Background: an optimization exercise with open tools, aiming at small area. Do not read the settings as production practice.
Function was checked by simulation only, so behaviour that the tests miss may differ from the original.
Power and IR drop assume default switching activity.

==> indigo: inputs <==
==> flow/design.v <==
module rs30x_cmd #(
    parameter MAX_PAYLOAD = 64
) (
    input  wire        clk,
    input  wire        rst,
    input  wire        dat_we,
    input  wire [5:0]  dat_idx,
    input  wire [7:0]  dat_wdata,
    input  wire        cmd_valid,
    input  wire [3:0]  cmd_op,
    input  wire [7:0]  cmd_id,
    input  wire [7:0]  cmd_addr,
    input  wire [7:0]  cmd_len,
    input  wire [15:0] cmd_arg,
    input  wire [15:0] cmd_time,
    output wire        busy,
    output wire        dir,
    output wire        tx_valid,
    output reg  [7:0]  tx_data,
    input  wire        tx_ready,
    input  wire        drained,
    input  wire        rx_valid,
    input  wire [7:0]  rx_data,
    output wire        rx_ready,
    input  wire        rx_timeout,
    output reg         err_cs,
    output reg         err_to,
    output reg         err_cmd,
    output wire [2:0]  lasterr_code,
    output wire [7:0]  lasterr_info,
    output reg         rd_valid,
    output reg  [7:0]  rd_id,
    output reg  [7:0]  rd_flags,
    output reg  [7:0]  rd_addr,
    output reg  [7:0]  rd_len,
    output reg  [7:0]  rd_count,
    input  wire [5:0]  rd_sel,
    output reg  [7:0]  rd_byte
);
    localparam OP_READ      = 4'd0;
    localparam OP_WRITE     = 4'd1;
    localparam OP_ROMCOMMIT = 4'd2;
    localparam OP_REBOOT    = 4'd3;
    localparam OP_FRESET    = 4'd4;
    localparam OP_SETID     = 4'd5;
    localparam OP_SETREV    = 4'd6;
    localparam OP_SETBAUD   = 4'd7;
    localparam OP_SETDELAY  = 4'd8;
    localparam OP_TORQUE    = 4'd9;
    localparam OP_MOVE      = 4'd10;
    localparam OP_RDSTAT    = 4'd11;
    localparam OP_RDANGLE   = 4'd12;
    localparam S_IDLE  = 3'b000;
    localparam S_SEND  = 3'b001;
    localparam S_DRAIN = 3'b010;
    localparam S_HUNT1 = 3'b100;
    localparam S_HUNT2 = 3'b101;
    localparam S_BODY  = 3'b110;
    localparam E_CS  = 2'd1;
    localparam E_TO  = 2'd2;
    localparam E_CMD = 2'd3;      
    reg [7:0]  dbuf  [0:MAX_PAYLOAD-1];    
    reg [7:0]  rdata [0:MAX_PAYLOAD-1];    
    reg [2:0]  st;
    reg [6:0]  cnt;
    reg [7:0]  cs;
    reg [1:0]  info;
    reg [1:0]  code;       
    reg [3:0]  op;
    reg [7:0]  p0, p1, p2, p3;
    assign lasterr_info = {6'd0, info};
    assign lasterr_code = {code[1] & code[0], code[1] & ~code[0], code[0]};
    wire id_ok = ((cmd_id >= 8'd1) && (cmd_id <= 8'd127)) || (cmd_id == 8'd255);
    reg op_bad;
    always @(*) begin
        case (cmd_op)
            OP_READ, OP_WRITE: op_bad = (cmd_len > MAX_PAYLOAD);
            OP_SETID:          op_bad = (cmd_arg[7:0] == 8'd0) || cmd_arg[7];
            OP_SETREV:         op_bad = (cmd_arg[7:0] > 8'd1);
            OP_SETBAUD:        op_bad = (cmd_arg[7:0] > 8'd11);
            OP_SETDELAY:       op_bad = cmd_arg[7];
            OP_TORQUE:         op_bad = (cmd_arg[7:0] > 8'd1);
            OP_ROMCOMMIT, OP_REBOOT, OP_FRESET, OP_MOVE,
            OP_RDSTAT, OP_RDANGLE: op_bad = 1'b0;
            default:           op_bad = 1'b1;
        endcase
    end
    wire cmd_accept = cmd_valid && !busy && id_ok && !op_bad;
    wire cmd_rw     = (cmd_op[3:1] == 3'd0);
    wire cmd_read   = (cmd_op == OP_READ) || (cmd_op == OP_RDSTAT) || (cmd_op == OP_RDANGLE);
    wire is_rw    = (op[3:1] == 3'd0);
    wire is_write = (op == OP_WRITE);
    wire is_read  = (op == OP_READ) || (op == OP_RDSTAT) || (op == OP_RDANGLE);
    reg [7:0] f_flags, f_addr, f_len, f_count;
    reg [6:0] f_n;         
    always @(*) begin
        f_flags = 8'h00;
        f_addr  = p0;
        f_len   = p1;
        f_count = 8'h01;
        f_n     = 7'd0;
        case (op)
            OP_READ:      begin f_flags = 8'h0F; f_count = 8'h00; f_n = p1[6:0]; end
            OP_WRITE:     begin f_n = p1[6:0]; end
            OP_ROMCOMMIT: begin f_flags = 8'h40; f_addr = 8'hFF; f_len = 8'h00; f_count = 8'h00; end
            OP_REBOOT:    begin f_flags = 8'h20; f_addr = 8'hFF; f_len = 8'h00; f_count = 8'h00; end
            OP_FRESET:    begin f_flags = 8'h10; f_addr = 8'hFF; f_len = 8'hFF; f_count = 8'h00; end
            OP_SETID:     begin f_addr = 8'h04; f_len = 8'h01; f_n = 7'd1; end
            OP_SETREV:    begin f_addr = 8'h05; f_len = 8'h01; f_n = 7'd1; end
            OP_SETBAUD:   begin f_addr = 8'h06; f_len = 8'h01; f_n = 7'd1; end
            OP_SETDELAY:  begin f_addr = 8'h07; f_len = 8'h01; f_n = 7'd1; end
            OP_TORQUE:    begin f_addr = 8'h24; f_len = 8'h01; f_n = 7'd1; end
            OP_MOVE:      begin f_addr = 8'h1E; f_len = 8'h04; f_n = 7'd4; end
            OP_RDSTAT:    begin f_flags = 8'h0F; f_addr = 8'h04; f_len = 8'h04; f_count = 8'h00; f_n = 7'd4; end
            OP_RDANGLE:   begin f_flags = 8'h0F; f_addr = 8'h2A; f_len = 8'h02; f_count = 8'h00; f_n = 7'd2; end
            default:      ;
        endcase
    end
    wire at_end = (cnt == ((dir && is_read) ? 7'd0 : f_n));
    wire [5:0] widx = busy ? cnt[5:0] : dat_idx;
    wire [5:0] ridx = busy ? cnt[5:0] : rd_sel;
    wire [7:0] buf_q = dbuf[ridx];
    wire [7:0] rd_q  = rdata[ridx];
    always @(*) rd_byte = rd_q;
    assign busy     = (st != S_IDLE);
    assign dir      = !st[2] && (st[1] || st[0]);
    assign tx_valid = (st == S_SEND);
    assign rx_ready = st[2];
    wire tx_fire = tx_valid && tx_ready;
    wire rx_fire = rx_ready && rx_valid;
    wire in_body = st[1];                 
    always @(*) begin
        if (cnt[6:3] == 4'hF) begin
            case (cnt[2:0])
                3'd1:    tx_data = 8'hFA;
                3'd2:    tx_data = 8'hAF;
                3'd3:    tx_data = cs;
                3'd4:    tx_data = f_flags;
                3'd5:    tx_data = f_addr;
                3'd6:    tx_data = f_len;
                default: tx_data = f_count;
            endcase
        end else if (at_end)
            tx_data = cs;
        else if (is_write)
            tx_data = buf_q;
        else begin
            case (cnt[1:0])
                2'd0:    tx_data = p0;
                2'd1:    tx_data = p1;
                2'd2:    tx_data = p2;
                default: tx_data = p3;
            endcase
        end
    end
    wire buf_we = dat_we && !busy && !cmd_valid;
    wire rd_we  = rx_fire && in_body && !cnt[6];
    genvar g;
    generate
        for (g = 0; g < MAX_PAYLOAD; g = g + 1) begin : g_mem
            always @(posedge clk) begin
                if (buf_we && widx == g)
                    dbuf[g] <= dat_wdata;
                if (rd_we && widx == g)
                    rdata[g] <= rx_data;
            end
        end
    endgenerate
    always @(posedge clk) begin
        if (!busy) begin
            op <= cmd_op;
            p0 <= cmd_rw ? cmd_addr : cmd_arg[7:0];
            p1 <= cmd_rw ? cmd_len  : cmd_arg[15:8];
            p2 <= cmd_time[7:0];
            p3 <= cmd_time[15:8];
        end
    end
    wire [7:0] cs_rx = cs ^ rx_data;
    wire cs_hold = (cnt[6:2] == 5'h1E) && (cnt[1:0] != 2'd0);
    always @(posedge clk) begin
        if (!busy) begin
            cnt <= 7'h79;                  
            cs  <= cmd_id;                 
        end else if (tx_fire) begin
            cnt <= cnt + 7'd1;
            if (!cs_hold)
                cs <= cs ^ tx_data;
        end else if (rx_fire) begin
            if (in_body) begin
                cnt <= cnt + 7'd1;
                cs  <= cs_rx;
            end else begin
                cnt <= 7'h7B;              
                cs  <= 8'h00;
            end
        end
    end
    wire hdr_we = rx_fire && in_body && cnt[6];
    always @(posedge clk) begin
        if (hdr_we && cnt[2:0] == 3'd3) rd_id    <= rx_data;
        if (hdr_we && cnt[2:0] == 3'd4) rd_flags <= rx_data;
        if (hdr_we && cnt[2:0] == 3'd5) rd_addr  <= rx_data;
        if (hdr_we && cnt[2:0] == 3'd6) rd_len   <= rx_data;
        if (hdr_we && cnt[2:0] == 3'd7) rd_count <= rx_data;
    end
    always @(posedge clk) begin
        if (rst) begin
            st           <= S_IDLE;
            err_cs       <= 1'b0;
            err_to       <= 1'b0;
            err_cmd      <= 1'b0;
            code         <= 2'd0;
            info         <= 2'd0;
            rd_valid     <= 1'b0;
        end else begin
            if (cmd_valid) begin
                if (busy) begin
                    err_cmd <= 1'b1; code <= E_CMD; info <= 2'd1;
                end else if (!id_ok) begin
                    err_cmd <= 1'b1; code <= E_CMD; info <= 2'd2;
                end else if (op_bad) begin
                    err_cmd <= 1'b1; code <= E_CMD; info <= 2'd3;
                end
            end
            case (st)
                S_IDLE: begin
                    if (cmd_accept) begin
                        st <= S_SEND;
                        if (cmd_read)
                            rd_valid <= 1'b0;
                    end
                end
                S_SEND: begin
                    if (tx_fire && at_end)
                        st <= S_DRAIN;
                end
                S_DRAIN: begin
                    if (drained)
                        st <= is_read ? S_HUNT1 : S_IDLE;
                end
                default: begin
                    if (rx_fire) begin
                        case (st)
                            S_HUNT1: if (rx_data == 8'hFD) st <= S_HUNT2;
                            S_HUNT2: begin
                                if (rx_data == 8'hDF)
                                    st <= S_BODY;
                                else if (rx_data != 8'hFD)
                                    st <= S_HUNT1;
                            end
                            default: begin
                                if (at_end) begin
                                    if (cs_rx == 8'h00) begin
                                        rd_valid <= 1'b1;
                                        st       <= S_IDLE;
                                    end else begin
                                        err_cs <= 1'b1;
                                        code   <= E_CS;
                                        info   <= 2'd0;
                                        st     <= S_HUNT1;
                                    end
                                end
                            end
                        endcase
                    end else if (rx_timeout) begin
                        err_to <= 1'b1;
                        code   <= E_TO;
                        info   <= {1'b0, in_body};
                        st     <= S_IDLE;
                    end
                end
            endcase
        end
    end
endmodule
==> flow/flow/run.sh <==
#!/bin/bash
set -euo pipefail
export BUFFER_PORTS_ARGS="-buffer_cell sky130_fd_sc_hd__buf_1"
export CTS_ARGS="-sink_clustering_enable -repair_clock_nets -dont_use_dummy_load -sink_clustering_size 16 -sink_clustering_max_diameter 70 -root_buf sky130_fd_sc_hd__clkbuf_16 -buf_list {sky130_fd_sc_hd__clkbuf_8}"
bash standard.sh "${@:-finish}" > standard.log 2>&1
==> flow/standard.sh <==
#!/bin/bash
# synth_recipe.tcl (not shown) runs the flow's synth.tcl, then flattens the netlist and writes it again
# the make line also repeats each setting of config.mk as NAME=value (left out here)
make -C /OpenROAD-flow-scripts/flow DESIGN_CONFIG=/design/flow/config.mk WORK_HOME=/design/flow/orfs CLKGATE_MAP_FILE= SYNTH_SCRIPT=/design/flow/synth_recipe.tcl "${@:-finish}"
==> flow/config.mk <==
export PLATFORM = sky130hd
export DESIGN_NAME = rs30x_cmd
export DESIGN_NICKNAME = rs30x_cmd
export VERILOG_FILES = /design/flow/design.v
export SDC_FILE = /design/flow/constraint.sdc
export NUM_CORES = 4
export LEC_CHECK = 0
export CAP_MARGIN = 20
export CORE_MARGIN = 2
export CORE_UTILIZATION = 60
export PLACE_DENSITY = 0.7
export SLEW_MARGIN = 20
==> flow/constraint.sdc <==
create_clock -name core_clock -period 10.0 [get_ports {clk}]
set_input_delay 2.0000 -clock core_clock [delete_from_list [all_inputs] [get_ports {clk}]]
set_output_delay 2.0000 -clock core_clock [all_outputs]
set_load 0.01 [all_outputs]
==> inputs of willow, as changes to indigo <==
--- a/flow/design.v
+++ b/flow/design.v
@@ -15,4 +15,4 @@
     input  wire [15:0] cmd_time,
-    output wire        busy,
-    output wire        dir,
+    output reg         busy,
+    output reg         dir,
     output wire        tx_valid,
@@ -52,8 +52,5 @@
     localparam OP_RDANGLE   = 4'd12;
-    localparam S_IDLE  = 3'b000;
-    localparam S_SEND  = 3'b001;
-    localparam S_DRAIN = 3'b010;
-    localparam S_HUNT1 = 3'b100;
-    localparam S_HUNT2 = 3'b101;
-    localparam S_BODY  = 3'b110;
+    localparam P_HUNT1 = 2'd0;
+    localparam P_HUNT2 = 2'd1;
+    localparam P_BODY  = 2'd2;
     localparam E_CS  = 2'd1;
@@ -63,3 +60,3 @@
     reg [7:0]  rdata [0:MAX_PAYLOAD-1];    
-    reg [2:0]  st;
+    reg [1:0]  ph;
     reg [6:0]  cnt;
@@ -124,9 +121,8 @@
     always @(*) rd_byte = rd_q;
-    assign busy     = (st != S_IDLE);
-    assign dir      = !st[2] && (st[1] || st[0]);
-    assign tx_valid = (st == S_SEND);
-    assign rx_ready = st[2];
+    wire sending = dir && (ph == 2'd0);
+    assign tx_valid = busy && sending;
+    assign rx_ready = busy && !dir;
     wire tx_fire = tx_valid && tx_ready;
     wire rx_fire = rx_ready && rx_valid;
-    wire in_body = st[1];                 
+    wire in_body = (ph == P_BODY);
     always @(*) begin
@@ -177,3 +173,2 @@
     end
-    wire [7:0] cs_rx = cs ^ rx_data;
     wire cs_hold = (cnt[6:2] == 5'h1E) && (cnt[1:0] != 2'd0);
@@ -190,3 +185,3 @@
                 cnt <= cnt + 7'd1;
-                cs  <= cs_rx;
+                cs  <= cs ^ rx_data;
             end else begin
@@ -207,3 +202,5 @@
         if (rst) begin
-            st           <= S_IDLE;
+            busy         <= 1'b0;
+            dir          <= 1'b0;
+            ph           <= 2'd0;
             err_cs       <= 1'b0;
@@ -224,50 +221,49 @@
             end
-            case (st)
-                S_IDLE: begin
-                    if (cmd_accept) begin
-                        st <= S_SEND;
-                        if (cmd_read)
-                            rd_valid <= 1'b0;
+            if (!busy) begin
+                ph <= 2'd0;
+                if (cmd_accept) begin
+                    busy <= 1'b1;
+                    dir  <= 1'b1;
+                    if (cmd_read)
+                        rd_valid <= 1'b0;
+                end
+            end else if (dir) begin
+                if (ph == 2'd0) begin
+                    if (tx_fire && at_end)
+                        ph <= 2'd1;
+                end else if (drained) begin
+                    dir <= 1'b0;
+                    ph  <= P_HUNT1;
+                    if (!is_read)
+                        busy <= 1'b0;
+                end
+            end else if (rx_fire) begin
+                case (ph)
+                    P_HUNT1: if (rx_data == 8'hFD) ph <= P_HUNT2;
+                    P_HUNT2: begin
+                        if (rx_data == 8'hDF)
+                            ph <= P_BODY;
+                        else if (rx_data != 8'hFD)
+                            ph <= P_HUNT1;
                     end
-                end
-                S_SEND: begin
-                    if (tx_fire && at_end)
-                        st <= S_DRAIN;
-                end
-                S_DRAIN: begin
-                    if (drained)
-                        st <= is_read ? S_HUNT1 : S_IDLE;
-                end
-                default: begin
-                    if (rx_fire) begin
-                        case (st)
-                            S_HUNT1: if (rx_data == 8'hFD) st <= S_HUNT2;
-                            S_HUNT2: begin
-                                if (rx_data == 8'hDF)
-                                    st <= S_BODY;
-                                else if (rx_data != 8'hFD)
-                                    st <= S_HUNT1;
+                    default: begin
+                        if (at_end) begin
+                            if (cs == rx_data) begin
+                                rd_valid <= 1'b1;
+                                busy     <= 1'b0;
+                            end else begin
+                                err_cs       <= 1'b1;
+                                code <= E_CS;
+                                info         <= 2'd0;
+                                ph           <= P_HUNT1;
                             end
-                            default: begin
-                                if (at_end) begin
-                                    if (cs_rx == 8'h00) begin
-                                        rd_valid <= 1'b1;
-                                        st       <= S_IDLE;
-                                    end else begin
-                                        err_cs <= 1'b1;
-                                        code   <= E_CS;
-                                        info   <= 2'd0;
-                                        st     <= S_HUNT1;
-                                    end
-                                end
-                            end
-                        endcase
-                    end else if (rx_timeout) begin
-                        err_to <= 1'b1;
-                        code   <= E_TO;
-                        info   <= {1'b0, in_body};
-                        st     <= S_IDLE;
+                        end
                     end
-                end
-            endcase
+                endcase
+            end else if (rx_timeout) begin
+                err_to       <= 1'b1;
+                code <= E_TO;
+                info         <= {1'b0, in_body};
+                busy         <= 1'b0;
+            end
         end
==> flow/run.sh (new file) <==
#!/bin/bash
# synth_recipe.tcl (not shown) runs the flow's synth.tcl, then flattens the netlist and writes it again
# the make line also repeats each setting of config.mk as NAME=value (left out here)
make -C /OpenROAD-flow-scripts/flow DESIGN_CONFIG=/design/flow/config.mk WORK_HOME=/design/flow/orfs CLKGATE_MAP_FILE= SYNTH_SCRIPT=/design/flow/synth_recipe.tcl finish
--- a/flow/config.mk
+++ b/flow/config.mk
@@ -9,4 +9,7 @@
 export CORE_MARGIN = 2
-export CORE_UTILIZATION = 60
-export PLACE_DENSITY = 0.7
+export CORE_UTILIZATION = 45
+export CTS_BUF_LIST = sky130_fd_sc_hd__clkbuf_8
+export CTS_CLUSTER_DIAMETER = 70
+export CTS_CLUSTER_SIZE = 16
+export PLACE_DENSITY = 0.55
 export SLEW_MARGIN = 20
removed: flow/flow/run.sh
removed: flow/standard.sh
==> inputs of yarrow, as changes to indigo <==
==> flow/flow/run.sh (replaced) <==
#!/bin/bash
set -euo pipefail
P=sky130_fd_sc_hd__
bash standard.sh synth floorplan > standard_synth_floorplan.log 2>&1
big=""
for c in buf_4 buf_6 buf_8 buf_12 buf_16 bufbuf_8 bufbuf_16 \
         clkdlybuf4s15_1 clkdlybuf4s15_2 clkdlybuf4s18_1 clkdlybuf4s18_2 \
         clkdlybuf4s25_1 clkdlybuf4s25_2 clkdlybuf4s50_1 clkdlybuf4s50_2 \
         dlygate4sd1_1 dlygate4sd2_1 dlygate4sd3_1 \
         dlymetal6s2s_1 dlymetal6s4s_1 dlymetal6s6s_1 \
         clkbuf_4 clkbuf_8 clkbuf_16; do
  big="$big $P$c"
done
# the do- targets run each step in this make, which keeps DONT_USE_CELLS from the
# environment (the platform's list is added to it)
DONT_USE_CELLS="${big# }" BUFFER_PORTS_ARGS="-buffer_cell ${P}buf_1" \
  bash standard.sh do-3_1_place_gp_skip_io do-3_2_place_iop do-3_3_place_gp \
  do-3_4_place_resized do-3_5_place_dp do-3_place do-3_place.sdc > standard_place.log 2>&1
export CTS_ARGS="-sink_clustering_enable -repair_clock_nets -dont_use_dummy_load -sink_clustering_size 16 -sink_clustering_max_diameter 70 -root_buf ${P}clkbuf_16 -buf_list {${P}clkbuf_8}"
bash standard.sh "${@:-finish}" > standard_finish.log 2>&1
==> inputs of pepper, as changes to indigo <==
==> flow/flow/run.sh (replaced) <==
#!/bin/bash
set -euo pipefail
P=sky130_fd_sc_hd__
bash standard.sh synth floorplan > standard_synth_floorplan.log 2>&1
big=""
for c in buf_4 buf_6 buf_8 buf_12 buf_16 bufbuf_8 bufbuf_16 \
         clkdlybuf4s15_1 clkdlybuf4s15_2 clkdlybuf4s18_1 clkdlybuf4s18_2 \
         clkdlybuf4s25_1 clkdlybuf4s25_2 clkdlybuf4s50_1 clkdlybuf4s50_2 \
         dlygate4sd1_1 dlygate4sd2_1 dlygate4sd3_1 \
         dlymetal6s2s_1 dlymetal6s4s_1 dlymetal6s6s_1 \
         clkbuf_4 clkbuf_8 clkbuf_16; do
  big="$big $P$c"
done
# the do- targets run each step in this make, which keeps DONT_USE_CELLS from the
# environment (the platform's list is added to it)
DONT_USE_CELLS="${big# }" BUFFER_PORTS_ARGS="-buffer_cell ${P}buf_1" \
  bash standard.sh do-3_1_place_gp_skip_io do-3_2_place_iop do-3_3_place_gp \
  do-3_4_place_resized do-3_5_place_dp do-3_place do-3_place.sdc > standard_place.log 2>&1
export CTS_ARGS="-sink_clustering_enable -repair_clock_nets -dont_use_dummy_load -sink_clustering_size 16 -sink_clustering_max_diameter 70 -root_buf ${P}clkbuf_16 -buf_list {${P}clkbuf_8}"
bash standard.sh "${@:-finish}" > standard_finish.log 2>&1
--- a/flow/config.mk
+++ b/flow/config.mk
@@ -9,4 +9,4 @@
 export CORE_MARGIN = 2
-export CORE_UTILIZATION = 60
-export PLACE_DENSITY = 0.7
+export CORE_UTILIZATION = 70
+export PLACE_DENSITY = 0.8
 export SLEW_MARGIN = 20
==> run summary <==
Number of signal-net buffers in the layout: willow 348; pepper 361; indigo 303; yarrow 379
R2R cell count: willow 9; pepper 12; indigo 12; yarrow 12
Lkg Pwr: willow 0.01555 uW; pepper 0.01451 uW; indigo 0.01485 uW; yarrow 0.01460 uW
Share of final layout cell area taken by clock buffers and inverters: willow 3.005%; pepper 2.575%; indigo 2.555%; yarrow 2.563%
Xor-xnor portion of the synthesized cell area: willow 0.3313%; pepper 0.4965%; indigo 0.4965%; yarrow 0.4965%
Global routing usage summed across all routing layers: willow 38.58%; pepper 52.78%; indigo 45.59%; yarrow 46.99%
Outcome: willow no timing/DRC/antenna violations; pepper no timing/DRC/antenna violations; indigo no timing/DRC/antenna violations; yarrow no timing/DRC/antenna violations
Clock network fraction of total power: willow 29.5%; pepper 26.6%; indigo 26.7%; yarrow 26.7%
Adder-Cell Fraction of Synth Area: willow 0.1670%; pepper 0.1702%; indigo 0.1702%; yarrow 0.1702%
Critical path endpoint: willow tx_data[6]; pepper tx_data[3]; indigo tx_data[1]; yarrow tx_data[1]
Period Utilization, post-route: willow 92.90%; pepper 87.16%; indigo 89.06%; yarrow 84.42%
Dpl cells: willow 4356; pepper 3804; indigo 3861; yarrow 3934
Filler instances: willow 8191; pepper 3835; indigo 5158; yarrow 5197
Critical Path Slowest Stage Cell: willow a2111oi_0; pepper and2_0; indigo a2111oi_0; yarrow a2111oi_0
Power in the clock group: willow 2490 uW; pepper 2230 uW; indigo 2260 uW; yarrow 2250 uW
Worst clock skew on the final layout: willow 0.07725 ns; pepper 0.04607 ns; indigo 0.06172 ns; yarrow 0.06802 ns
Worst EP arrival: willow 7.29 ns; pepper 6.72 ns; indigo 6.91 ns; yarrow 6.44 ns
Total iterations of the first detailed-routing run: willow 13; pepper 12; indigo 8; yarrow 9

==> what the ideal ports hide <==
How much do the figures lean on ideal ports? The routed layouts below were timed once more, with nothing changed but the port constraints.
Step 1 assumes that a clkbuf_16 drives the clock port and a buf_2 every other input.
Step 2 moves the port delays by t, midway between the first and last clock arrival at a register: inputs arrive t later, outputs are due t later. That takes back most of the time a late clock gives input paths.
a / b / c = ideal ports / drivers / drivers and shift; a / b = the first two.
run	t, ns	slack for setup (ns)	hold slack, ns	clock arrival spread, ns	slew at the worst register clock pin (ns)
indigo	0.699	1.094 / 1.026 / 1.470	0.496 / 0.496 / 0.496	0.073 / 0.072	0.11 / 0.11
willow	0.854	0.710 / 0.685 / 0.685	0.483 / 0.483 / 0.483	0.080 / 0.080	0.12 / 0.12
yarrow	0.699	1.558 / 1.481 / 1.537	0.461 / 0.461 / 0.461	0.068 / 0.068	0.12 / 0.12
pepper	0.710	1.285 / 1.259 / 1.259	0.467 / 0.467 / 0.467	0.049 / 0.050	0.12 / 0.12
After both steps every run listed still meets setup and hold. For pepper, which loses most, drivers alone change the setup slack by -0.026 ns; drivers and shift together by -0.026 ns.
